This design comes from an exercise in tuning for small area, a short achievable clock period and few clock cycles per item on the open sky130 flow, not from production work.
Where RTL was checked, it was by simulation tests only, not by an equivalence proof against the original.
No activity file was given, so power comes from the tool's default toggle rates.

==> inputs of build 67 <==
==> flow/design.v (excerpt) <==
module rpa_pkt #(
    parameter N = 128,     
    parameter B = 5000     
) (
    input             clk,
    input             rst,
    input             p_req_valid,
    output            p_req_ready,
    input      [31:0] p_req_data,
    output reg        p_rsp_valid,
    output reg [2:0]  p_rsp_status,
    input             c_req_valid,
    output reg        c_req_ready,
    input      [31:0] c_req_data,
    output reg        c_rsp_valid,
    output reg [2:0]  c_rsp_status,
    output reg        tx_enable,
    input             tx_ready,
    output            tx_send,
    output reg [7:0]  tx_data,
    input             tx_complete,
    input             rx_avail,
    output            rx_take,
    input      [7:0]  rx_data,
    input      [7:0]  ts_in
);
    localparam BW = (B <= 1) ? 1 : $clog2(B);
    localparam CW = $clog2(N);           
    localparam OPC_INIT   = 4'h1;
    localparam OPC_STORE  = 4'h2;
    localparam OPC_FLUSH1 = 4'h3;
    localparam OPC_FLUSHB = 4'h4;
    localparam ST_OK       = 3'd0;
    localparam ST_NOT_INIT = 3'd1;
    localparam ST_DISABLED = 3'd2;
    localparam ST_FULL     = 3'd3;
    localparam ST_EMPTY    = 3'd4;
    localparam ST_TIMEOUT  = 3'd5;
  ...
Settings: LEC_CHECK=0, ABC_CLOCK_PERIOD_IN_PS=4000, CAP_MARGIN=20, CORE_MARGIN=2, CORE_UTILIZATION=60, CTS_BUF_LIST=sky130_fd_sc_hd__clkbuf_16, CTS_CLUSTER_DIAMETER=80, CTS_CLUSTER_SIZE=30, SLEW_MARGIN=20, SYNTH_HIERARCHICAL=1, SYNTH_MEMORY_MAX_BITS=8192, SYNTH_MINIMUM_KEEP_SIZE=0; clock period 10.0 ns.
standard.sh (not shown) runs the stock make flow with config.mk's settings and CLKGATE_MAP_FILE= SYNTH_SCRIPT=/design/flow/synth_recipe.tcl, a recipe that flattens the netlist after the stock synthesis.
==> flow/flow/run.sh <==
#!/bin/bash
# Standard synthesis unchanged, then the standard layout with a larger
# setup slack margin for the timing repair after CTS and global routing.
set -euo pipefail
MARGIN=${MARGIN:-5.6}
bash standard.sh synth > synth.log 2>&1
sed "s/CLKGATE_MAP_FILE= /CLKGATE_MAP_FILE= SETUP_SLACK_MARGIN=$MARGIN /" standard.sh > standard_margin.sh
bash standard_margin.sh finish > layout.log 2>&1
==> trial 32: changes against build 67 <==
--- a/flow/design.v
+++ b/flow/design.v
@@ -1,24 +1,24 @@
 module rpa_ring #(
-    parameter L  = 126,
+    parameter L  = 128,
     parameter SR = 8
 ) (
     input              clk,
     input              rst,
     input              clear,       
     input              push,        
     input      [39:0]  push_rec,
     output reg         wr_ok,       
     input              fetch_req,   
     output             fetch,       
     output     [39:0]  rd_rec
 );
     localparam PW  = $clog2(L);
-    localparam NR  = (L + SR - 1) / SR;
+    localparam NR  = L / SR;
     localparam LSR = $clog2(SR);
     wire [40*L-1:0] slots;
     reg [PW-1:0]    hq;
     reg [PW-1:0]    fp;
     reg [PW-1:0]    nf;
     reg             can_fetch;      
     assign fetch = fetch_req && can_fetch && !clear;
     wire [PW-LSR-1:0] rtap = fp[PW-1:LSR];
@@ -43,37 +43,34 @@
             end
             assign slots[40*g +: 40] = q;
         end
     endgenerate
     wire nf_z    = (nf == {PW{1'b0}});
     wire nf_o    = (nf == {{(PW-1){1'b0}}, 1'b1});
     wire realign = clear || (nf_z && !push);
     wire nf_nz_n = push || (!nf_z && !(nf_o && fetch));
-    wire nf_full_n = ((nf == L - 2) && push && !fetch) || ((nf == L - 1) && !fetch);
-    wire [PW-1:0] hq_m1 = (hq == 0) ? L - 1 : hq - 1'b1;
-    wire [PW-1:0] fp_m1 = (fp == 0) ? L - 1 : fp - 1'b1;
     always @(posedge clk) begin
         if (rst) begin
             hq        <= 1;
             fp        <= 1;
             nf        <= {PW{1'b0}};
             wr_ok     <= 1'b1;
             can_fetch <= 1'b0;
         end else if (realign) begin
             hq        <= 1;
             fp        <= 1;
             nf        <= {PW{1'b0}};
             wr_ok     <= 1'b1;
             can_fetch <= 1'b0;
         end else begin
-            hq        <= push ? hq : hq_m1;
-            fp        <= fetch ? fp : fp_m1;
+            hq        <= hq - 1'b1 + push;
+            fp        <= fp - 1'b1 + fetch;
             nf        <= nf + push - fetch;
-            wr_ok     <= (push ? (hq == 1) : (hq == 2)) && !nf_full_n;
+            wr_ok     <= push ? wr_ok : (hq == 2);
             can_fetch <= nf_nz_n && (fetch ? (fp[LSR-1:0] == 0) : (fp[LSR-1:0] == 1));
         end
     end
 endmodule
 module rpa_encoder (
     input      [31:0] value,
     input      [7:0]  ts,
     output     [39:0] rec
@@ -84,32 +81,16 @@
     input        taken,       
     input  [7:0] byte_in,
     output       cmd_start,   
     output       cmd_reset    
 );
     assign cmd_start = taken && (byte_in == 8'h53);
     assign cmd_reset = taken && (byte_in == 8'h52);
 endmodule
-module rpa_txgate (
-    input  tx_ready,
-    input  tx_complete,
-    input  rx_avail,
-    input  fl_ts,        
-    input  fl_cpop_c,    
-    input  fl_tu,        
-    input  fl_cpoll_i,   
-    input  fl_cpoll_c,   
-    input  fl_ppoll,     
-    output tx_send,
-    output rx_take
-);
-    assign tx_send = tx_ready && (fl_ts || (fl_cpop_c && tx_complete)) && !(rx_avail && fl_tu);
-    assign rx_take = fl_ppoll || fl_cpoll_i || (fl_cpoll_c && tx_complete);
-endmodule
 module rpa_pkt #(
     parameter N = 128,     
     parameter B = 5000     
 ) (
     input             clk,
     input             rst,
     input             p_req_valid,
     output            p_req_ready,
@@ -169,46 +150,31 @@
     reg [2:0]    idx;             
     reg [BW-1:0] budget;
     reg [39:0]   e0, e1;
     reg          f0, f1;
     reg          cur;
     reg          fl_send;         
     reg          fl_last;         
     reg          fl_sendc;        
-    reg          fl_ts;           
-    reg          fl_tu;           
     reg          fl_cpoll_i;      
     reg          fl_cpoll_c;      
     reg          fl_cpop_i;       
     reg          fl_cpop_c;       
     reg          fl_chkpop;       
     reg          fl_ppoll;        
     reg          p_rdy;           
     reg          p_inpush;        
     wire c_poll  = fl_cpoll_i || (fl_cpoll_c && tx_complete);
     wire p_poll  = fl_ppoll && !c_poll;
-    wire rx_take_i = c_poll || fl_ppoll;
-    wire taken   = rx_take_i && rx_avail;
+    assign rx_take = c_poll || fl_ppoll;
+    wire taken   = rx_take && rx_avail;
     wire pop_imm = (fl_cpop_i || (fl_cpop_c && tx_complete)) && !rx_avail;
     wire pop     = pop_imm || fl_chkpop;
-    wire tx_send_i = tx_ready && (fl_sendc || pop_imm);
-    rpa_txgate u_txg (
-        .tx_ready    (tx_ready),
-        .tx_complete (tx_complete),
-        .rx_avail    (rx_avail),
-        .fl_ts       (fl_ts),
-        .fl_cpop_c   (fl_cpop_c),
-        .fl_tu       (fl_tu),
-        .fl_cpoll_i  (fl_cpoll_i),
-        .fl_cpoll_c  (fl_cpoll_c),
-        .fl_ppoll    (fl_ppoll),
-        .tx_send     (tx_send),
-        .rx_take     (rx_take)
-    );
+    assign tx_send = tx_ready && (fl_sendc || pop_imm);
     wire cmd_start;
     wire cmd_reset;
     rpa_cmd_gate u_gate (
         .taken     (taken),
         .byte_in   (rx_data),
         .cmd_start (cmd_start),
         .cmd_reset (cmd_reset)
     );
@@ -232,31 +198,31 @@
         .rec   (push_rec)
     );
     wire cur_full = cur ? f1 : f0;
     wire nxt_full = cur ? f0 : f1;
     wire        fetch_req = !cur_full || !nxt_full;
     wire        fill1     = cur_full ? !cur : cur;    
     wire        fetch;
     wire [39:0] rd_rec;
-    rpa_ring #(.L(N - 2), .SR(8)) u_ring (
+    rpa_ring #(.L(N), .SR(8)) u_ring (
         .clk       (clk),
         .rst       (rst),
         .clear     (clear),
         .push      (push),
         .push_rec  (push_rec),
         .wr_ok     (ring_wr_ok),
         .fetch_req (fetch_req),
         .fetch     (fetch),
         .rd_rec    (rd_rec)
     );
     wire [2:0] idx_start = (wc == 2'b00) ? 3'd3 : (wc == 2'b01) ? 3'd2 : 3'd0;
     wire [2:0] idx_tx = fl_send ? idx : idx_start;
-    wire rel_early   = tx_send_i && (idx_tx == 3'd3);
-    wire last_sent   = tx_send_i && fl_last;
+    wire rel_early   = tx_send && (idx_tx == 3'd3);
+    wire last_sent   = tx_send && fl_last;
     wire timeout     = fl_send && !tx_ready && (budget == B - 1);
     wire release_cur = rel_early || (timeout && !fl_last);
     wire keep_cur    = (fl_send || pop) && !release_cur && !fl_last;
     reg          init_n, gate_n;
     reg [1:0]    wc_n;
     reg [CW-1:0] used_n;
     reg          used_z_n;
     reg          f0_n, f1_n, cur_n;
@@ -313,17 +279,17 @@
         end
         cur_n = release_cur ? !cur : cur;
         c_state_n      = c_state;
         c_mode_buf_n   = c_mode_buf;
         c_first_n      = c_first;
         c_rsp_valid_n  = 1'b0;
         c_rsp_status_n = c_rsp_status;
         idx_n          = idx;
-        if (tx_send_i)
+        if (tx_send)
             idx_n = idx_tx + 3'd1;
         else if (pop)
             idx_n = idx_start;
         case (c_state)
             C_IDLE: begin
                 if (c_req_fire) begin
                     if (c_opc == OPC_INIT) begin
                         c_rsp_valid_n  = 1'b1;
@@ -461,21 +427,16 @@
                     p_rsp_valid_n  = 1'b1;
                     p_rsp_status_n = (p_state == P_PUSH) ? ST_OK : p_status;
                     p_state_n      = P_IDLE;
                 end
             end
         endcase
     end
     wire cur_full_n = cur_n ? f1_n : f0_n;
-    wire fl_sendc_n  = (c_state_n == C_SEND) ||
-                       ((c_state_n == C_CHK) && gate_n && !used_z_n && !(c_first_n && c_mode_buf_n) && cur_full_n);
-    wire fl_cpop_c_n = (c_state_n == C_CMPL) && c_mode_buf_n && !used_z_n && cur_full_n && gate_n;
-    wire fl_cpop_i_n = ((c_state_n == C_POLL1) && init_n && !c_mode_buf_n && !used_z_n && cur_full_n && gate_n) ||
-                       ((c_state_n == C_LOOP) && !used_z_n && cur_full_n && gate_n);
     always @(posedge clk) begin
         e0 <= e0_n;
         e1 <= e1_n;
     end
     always @(posedge clk) begin
         if (rst) begin
             init         <= 1'b0;
             gate         <= 1'b0;
@@ -504,18 +465,16 @@
             p_rsp_valid  <= 1'b0;
             p_rsp_status <= ST_OK;
             p_rdy        <= 1'b1;
             p_inpush     <= 1'b0;
             tx_data      <= 8'd0;
             fl_send      <= 1'b0;
             fl_last      <= 1'b0;
             fl_sendc     <= 1'b0;
-            fl_ts        <= 1'b0;
-            fl_tu        <= 1'b0;
             fl_cpoll_i   <= 1'b0;
             fl_cpoll_c   <= 1'b0;
             fl_cpop_i    <= 1'b0;
             fl_cpop_c    <= 1'b0;
             fl_chkpop    <= 1'b0;
             fl_ppoll     <= 1'b0;
         end else begin
             init         <= init_n;
@@ -524,17 +483,17 @@
             used         <= used_n;
             tx_enable    <= init_req;
             do_init      <= init_req;
             if (init_req) init_wc <= p_init_req ? p_req_data[5:4] : c_req_data[5:4];
             f0           <= f0_n;
             f1           <= f1_n;
             cur          <= cur_n;
             idx          <= idx_n;
-            if (pop || tx_send_i)
+            if (pop || tx_send)
                 budget <= {BW{1'b0}};
             else if (fl_send && !tx_ready)
                 budget <= budget + 1'b1;
             c_state      <= c_state_n;
             c_mode_buf   <= c_mode_buf_n;
             c_first      <= c_first_n;
             c_rsp_valid  <= c_rsp_valid_n;
             c_rsp_status <= c_rsp_status_n;
@@ -548,31 +507,31 @@
             end else if (p_state != P_IDLE && p_req_fire) begin
                 p_rem <= p_rem - 16'd1;
             end
             p_status     <= p_status_n;
             p_rsp_valid  <= p_rsp_valid_n;
             p_rsp_status <= p_rsp_status_n;
             p_rdy        <= (p_state_n == P_IDLE) || (p_state_n == P_DRAIN);
             p_inpush     <= (p_state_n == P_PUSH);
-            fl_last <= rel_early || (fl_last && !tx_send_i && !timeout);
+            fl_last <= rel_early || (fl_last && !tx_send && !timeout);
             if (rel_early)
                 tx_data <= cur ? e1[39:32] : e0[39:32];
-            else if (fl_last && !tx_send_i)
+            else if (fl_last && !tx_send)
                 tx_data <= tx_data;
             else if (c_state_n == C_SEND)
                 tx_data <= (cur_n ? e1_n : e0_n) >> (8 * idx_n);
             else
                 tx_data <= (cur_n ? e1_n : e0_n) >> (8 * idx_start);
             fl_send    <= (c_state_n == C_SEND);
-            fl_sendc   <= fl_sendc_n;
+            fl_sendc   <= (c_state_n == C_SEND) ||
+                          ((c_state_n == C_CHK) && gate_n && !used_z_n && !(c_first_n && c_mode_buf_n) && cur_full_n);
             fl_cpoll_c <= (c_state_n == C_CMPL) && c_mode_buf_n && !used_z_n && cur_full_n;
-            fl_cpop_c  <= fl_cpop_c_n;
+            fl_cpop_c  <= (c_state_n == C_CMPL) && c_mode_buf_n && !used_z_n && cur_full_n && gate_n;
             fl_cpoll_i <= ((c_state_n == C_POLL1) && init_n && (c_mode_buf_n || used_z_n || cur_full_n)) ||
                           ((c_state_n == C_LOOP) && !used_z_n && cur_full_n);
-            fl_cpop_i  <= fl_cpop_i_n;
-            fl_ts      <= fl_sendc_n || fl_cpop_i_n;
-            fl_tu      <= fl_cpop_i_n || fl_cpop_c_n;
+            fl_cpop_i  <= ((c_state_n == C_POLL1) && init_n && !c_mode_buf_n && !used_z_n && cur_full_n && gate_n) ||
+                          ((c_state_n == C_LOOP) && !used_z_n && cur_full_n && gate_n);
             fl_chkpop  <= (c_state_n == C_CHK) && gate_n && !used_z_n && !(c_first_n && c_mode_buf_n) && cur_full_n;
             fl_ppoll   <= (p_state_n == P_POLL) && init_n;
         end
     end
 endmodule
==> flow/flow/run.sh (replaced) <==
#!/bin/bash
# Standard synthesis unchanged, then the standard layout with a larger
# setup slack margin for the timing repair after CTS and global routing.
set -euo pipefail
MARGIN=${MARGIN:-6.2}
bash standard.sh synth > synth.log 2>&1
sed "s/CLKGATE_MAP_FILE= /CLKGATE_MAP_FILE= SETUP_SLACK_MARGIN=$MARGIN /" standard.sh > standard_margin.sh
bash standard_margin.sh finish > layout.log 2>&1
SYNTH_HIERARCHICAL = default   (was 1)
SYNTH_MINIMUM_KEEP_SIZE = default   (was 0)
==> build 30: changes against build 67 <==
--- a/flow/design.v
+++ b/flow/design.v
@@ -84,32 +84,16 @@
     input        taken,       
     input  [7:0] byte_in,
     output       cmd_start,   
     output       cmd_reset    
 );
     assign cmd_start = taken && (byte_in == 8'h53);
     assign cmd_reset = taken && (byte_in == 8'h52);
 endmodule
-module rpa_txgate (
-    input  tx_ready,
-    input  tx_complete,
-    input  rx_avail,
-    input  fl_ts,        
-    input  fl_cpop_c,    
-    input  fl_tu,        
-    input  fl_cpoll_i,   
-    input  fl_cpoll_c,   
-    input  fl_ppoll,     
-    output tx_send,
-    output rx_take
-);
-    assign tx_send = tx_ready && (fl_ts || (fl_cpop_c && tx_complete)) && !(rx_avail && fl_tu);
-    assign rx_take = fl_ppoll || fl_cpoll_i || (fl_cpoll_c && tx_complete);
-endmodule
 module rpa_pkt #(
     parameter N = 128,     
     parameter B = 5000     
 ) (
     input             clk,
     input             rst,
     input             p_req_valid,
     output            p_req_ready,
@@ -169,46 +153,31 @@
     reg [2:0]    idx;             
     reg [BW-1:0] budget;
     reg [39:0]   e0, e1;
     reg          f0, f1;
     reg          cur;
     reg          fl_send;         
     reg          fl_last;         
     reg          fl_sendc;        
-    reg          fl_ts;           
-    reg          fl_tu;           
     reg          fl_cpoll_i;      
     reg          fl_cpoll_c;      
     reg          fl_cpop_i;       
     reg          fl_cpop_c;       
     reg          fl_chkpop;       
     reg          fl_ppoll;        
     reg          p_rdy;           
     reg          p_inpush;        
     wire c_poll  = fl_cpoll_i || (fl_cpoll_c && tx_complete);
     wire p_poll  = fl_ppoll && !c_poll;
-    wire rx_take_i = c_poll || fl_ppoll;
-    wire taken   = rx_take_i && rx_avail;
+    assign rx_take = c_poll || fl_ppoll;
+    wire taken   = rx_take && rx_avail;
     wire pop_imm = (fl_cpop_i || (fl_cpop_c && tx_complete)) && !rx_avail;
     wire pop     = pop_imm || fl_chkpop;
-    wire tx_send_i = tx_ready && (fl_sendc || pop_imm);
-    rpa_txgate u_txg (
-        .tx_ready    (tx_ready),
-        .tx_complete (tx_complete),
-        .rx_avail    (rx_avail),
-        .fl_ts       (fl_ts),
-        .fl_cpop_c   (fl_cpop_c),
-        .fl_tu       (fl_tu),
-        .fl_cpoll_i  (fl_cpoll_i),
-        .fl_cpoll_c  (fl_cpoll_c),
-        .fl_ppoll    (fl_ppoll),
-        .tx_send     (tx_send),
-        .rx_take     (rx_take)
-    );
+    assign tx_send = tx_ready && (fl_sendc || pop_imm);
     wire cmd_start;
     wire cmd_reset;
     rpa_cmd_gate u_gate (
         .taken     (taken),
         .byte_in   (rx_data),
         .cmd_start (cmd_start),
         .cmd_reset (cmd_reset)
     );
@@ -245,18 +214,18 @@
         .push_rec  (push_rec),
         .wr_ok     (ring_wr_ok),
         .fetch_req (fetch_req),
         .fetch     (fetch),
         .rd_rec    (rd_rec)
     );
     wire [2:0] idx_start = (wc == 2'b00) ? 3'd3 : (wc == 2'b01) ? 3'd2 : 3'd0;
     wire [2:0] idx_tx = fl_send ? idx : idx_start;
-    wire rel_early   = tx_send_i && (idx_tx == 3'd3);
-    wire last_sent   = tx_send_i && fl_last;
+    wire rel_early   = tx_send && (idx_tx == 3'd3);
+    wire last_sent   = tx_send && fl_last;
     wire timeout     = fl_send && !tx_ready && (budget == B - 1);
     wire release_cur = rel_early || (timeout && !fl_last);
     wire keep_cur    = (fl_send || pop) && !release_cur && !fl_last;
     reg          init_n, gate_n;
     reg [1:0]    wc_n;
     reg [CW-1:0] used_n;
     reg          used_z_n;
     reg          f0_n, f1_n, cur_n;
@@ -313,17 +282,17 @@
         end
         cur_n = release_cur ? !cur : cur;
         c_state_n      = c_state;
         c_mode_buf_n   = c_mode_buf;
         c_first_n      = c_first;
         c_rsp_valid_n  = 1'b0;
         c_rsp_status_n = c_rsp_status;
         idx_n          = idx;
-        if (tx_send_i)
+        if (tx_send)
             idx_n = idx_tx + 3'd1;
         else if (pop)
             idx_n = idx_start;
         case (c_state)
             C_IDLE: begin
                 if (c_req_fire) begin
                     if (c_opc == OPC_INIT) begin
                         c_rsp_valid_n  = 1'b1;
@@ -461,21 +430,16 @@
                     p_rsp_valid_n  = 1'b1;
                     p_rsp_status_n = (p_state == P_PUSH) ? ST_OK : p_status;
                     p_state_n      = P_IDLE;
                 end
             end
         endcase
     end
     wire cur_full_n = cur_n ? f1_n : f0_n;
-    wire fl_sendc_n  = (c_state_n == C_SEND) ||
-                       ((c_state_n == C_CHK) && gate_n && !used_z_n && !(c_first_n && c_mode_buf_n) && cur_full_n);
-    wire fl_cpop_c_n = (c_state_n == C_CMPL) && c_mode_buf_n && !used_z_n && cur_full_n && gate_n;
-    wire fl_cpop_i_n = ((c_state_n == C_POLL1) && init_n && !c_mode_buf_n && !used_z_n && cur_full_n && gate_n) ||
-                       ((c_state_n == C_LOOP) && !used_z_n && cur_full_n && gate_n);
     always @(posedge clk) begin
         e0 <= e0_n;
         e1 <= e1_n;
     end
     always @(posedge clk) begin
         if (rst) begin
             init         <= 1'b0;
             gate         <= 1'b0;
@@ -504,18 +468,16 @@
             p_rsp_valid  <= 1'b0;
             p_rsp_status <= ST_OK;
             p_rdy        <= 1'b1;
             p_inpush     <= 1'b0;
             tx_data      <= 8'd0;
             fl_send      <= 1'b0;
             fl_last      <= 1'b0;
             fl_sendc     <= 1'b0;
-            fl_ts        <= 1'b0;
-            fl_tu        <= 1'b0;
             fl_cpoll_i   <= 1'b0;
             fl_cpoll_c   <= 1'b0;
             fl_cpop_i    <= 1'b0;
             fl_cpop_c    <= 1'b0;
             fl_chkpop    <= 1'b0;
             fl_ppoll     <= 1'b0;
         end else begin
             init         <= init_n;
@@ -524,17 +486,17 @@
             used         <= used_n;
             tx_enable    <= init_req;
             do_init      <= init_req;
             if (init_req) init_wc <= p_init_req ? p_req_data[5:4] : c_req_data[5:4];
             f0           <= f0_n;
             f1           <= f1_n;
             cur          <= cur_n;
             idx          <= idx_n;
-            if (pop || tx_send_i)
+            if (pop || tx_send)
                 budget <= {BW{1'b0}};
             else if (fl_send && !tx_ready)
                 budget <= budget + 1'b1;
             c_state      <= c_state_n;
             c_mode_buf   <= c_mode_buf_n;
             c_first      <= c_first_n;
             c_rsp_valid  <= c_rsp_valid_n;
             c_rsp_status <= c_rsp_status_n;
@@ -548,31 +510,31 @@
             end else if (p_state != P_IDLE && p_req_fire) begin
                 p_rem <= p_rem - 16'd1;
             end
             p_status     <= p_status_n;
             p_rsp_valid  <= p_rsp_valid_n;
             p_rsp_status <= p_rsp_status_n;
             p_rdy        <= (p_state_n == P_IDLE) || (p_state_n == P_DRAIN);
             p_inpush     <= (p_state_n == P_PUSH);
-            fl_last <= rel_early || (fl_last && !tx_send_i && !timeout);
+            fl_last <= rel_early || (fl_last && !tx_send && !timeout);
             if (rel_early)
                 tx_data <= cur ? e1[39:32] : e0[39:32];
-            else if (fl_last && !tx_send_i)
+            else if (fl_last && !tx_send)
                 tx_data <= tx_data;
             else if (c_state_n == C_SEND)
                 tx_data <= (cur_n ? e1_n : e0_n) >> (8 * idx_n);
             else
                 tx_data <= (cur_n ? e1_n : e0_n) >> (8 * idx_start);
             fl_send    <= (c_state_n == C_SEND);
-            fl_sendc   <= fl_sendc_n;
+            fl_sendc   <= (c_state_n == C_SEND) ||
+                          ((c_state_n == C_CHK) && gate_n && !used_z_n && !(c_first_n && c_mode_buf_n) && cur_full_n);
             fl_cpoll_c <= (c_state_n == C_CMPL) && c_mode_buf_n && !used_z_n && cur_full_n;
-            fl_cpop_c  <= fl_cpop_c_n;
+            fl_cpop_c  <= (c_state_n == C_CMPL) && c_mode_buf_n && !used_z_n && cur_full_n && gate_n;
             fl_cpoll_i <= ((c_state_n == C_POLL1) && init_n && (c_mode_buf_n || used_z_n || cur_full_n)) ||
                           ((c_state_n == C_LOOP) && !used_z_n && cur_full_n);
-            fl_cpop_i  <= fl_cpop_i_n;
-            fl_ts      <= fl_sendc_n || fl_cpop_i_n;
-            fl_tu      <= fl_cpop_i_n || fl_cpop_c_n;
+            fl_cpop_i  <= ((c_state_n == C_POLL1) && init_n && !c_mode_buf_n && !used_z_n && cur_full_n && gate_n) ||
+                          ((c_state_n == C_LOOP) && !used_z_n && cur_full_n && gate_n);
             fl_chkpop  <= (c_state_n == C_CHK) && gate_n && !used_z_n && !(c_first_n && c_mode_buf_n) && cur_full_n;
             fl_ppoll   <= (p_state_n == P_POLL) && init_n;
         end
     end
 endmodule
==> flow/flow/run.sh (replaced) <==
#!/bin/bash
# Standard synthesis unchanged, then the standard layout with a larger
# setup slack margin for the timing repair after CTS and global routing
# and gate sizing not limited to the same cell footprint.
set -euo pipefail
MARGIN=${MARGIN:-5.6}
bash standard.sh synth > synth.log 2>&1
sed "s/CLKGATE_MAP_FILE= /CLKGATE_MAP_FILE= SETUP_SLACK_MARGIN=$MARGIN /" standard.sh > standard_margin.sh
bash standard_margin.sh finish > layout.log 2>&1
ABC_CLOCK_PERIOD_IN_PS = 1000   (was 4000)
SYNTH_HIERARCHICAL = default   (was 1)
SYNTH_MINIMUM_KEEP_SIZE = default   (was 0)
==> notes <==
Trial 32 finished with capacitance limit, slew limit left. Build 30 completed with no timing, DRC or antenna violations. Build 67 completed with no timing, DRC or antenna violations.
Clock power: trial 32 > build 67 > build 30.
The highest final cell count belongs to trial 32, the lowest to build 67.
Synthesized cell count: build 67 is lower than trial 32 (3.4%).
In build 30 the worst setup slack is lower than in build 67, by 0.037 ns.
Sequential power is about the same in build 67 and build 30.
Between trial 32 and build 67, the lower wire length is in build 67 (gap 7.6%, measured against build 67).
Between build 30 and build 67, the lower die area is in build 30 (gap 1.2%, measured against build 67).
==> figures <==
	build 30	trial 32	build 67
Synth Instances	6,996	7,117	6,873
Summed instance area of the synthesized netlist	116,000 µm²	118,000 µm²	117,000 µm²
Seq cells	5,237	5,317	5,239
Power in the clock group	9.38 mW	9.60 mW	9.43 mW
Finished Cell Area	125,000 µm²	129,000 µm²	126,000 µm²
Combinational Power Share	0.9%	1.4%	0.5%
Final critical path time including I/O delays and setup	4.68 ns	4.68 ns	4.64 ns
Post-synthesis share of cell area spent on and, or, nand and nor gates	3.13%	3.03%	2.24%
Height of the die	443 µm	447 µm	446 µm
Share of Yosys cell area claimed by the top area cell type	90.7%	90.4%	89.6%
Startpoint of the most critical hold path	u_ring.sl[109].q[10]$_DFF_P_	u_ring.sl[30].q[26]$_DFF_P_	u_ring.sl[76].q[15]$_DFF_P_
Synth Area in XOR/XNOR	0.220%	0.260%	0.217%
Power density over the cells	245 nW/µm²	246 nW/µm²	242 nW/µm²
FF+latch count, synth	5,237	5,317	5,239
Result of the run	complete, no violations	failed layout checks	complete, no violations
Violated checks	-	capacitance limit, slew limit	-
Testbench counts of trial 32, summed over its fixed seeds: cycles 13,806, items 1,920.
Testbench counts of build 30, summed over its fixed seeds: cycles 13,955, items 1,920.
Function not checked in build 67: the RTL went through the layout flow alone.

-- afterwards: timing with drivers on the ports --
The results above use ideal ports. As a check the final layouts listed here were re-extracted and re-timed, cells and wires unchanged. Step 1 sets driving cells, clkbuf_16 on the clock port and buf_2 on the other inputs (assumed; they add their load-dependent delay and slew). Step 2 adds t to the input delays and takes it off the output delays; t is the mean of the earliest and latest rising clock arrival at the registers after step 1. Input paths then give back, and output paths get back, about the clock's delay inside the block. Three values: ideal ports, drivers, drivers and shift; two values: the first two.
run	t (ns)	setup WS [ns]	worst data-port slew with drivers (ns)
build 67	0.925	5.359 / 5.209 / 4.494	0.16
trial 32	0.940	5.316 / 5.238 / 5.123	0.13
build 30	0.927	5.322 / 5.259 / 4.744	0.09
The setup slack of build 67, which loses most, moves by -0.150 ns with the drivers and by -0.865 ns with both steps.
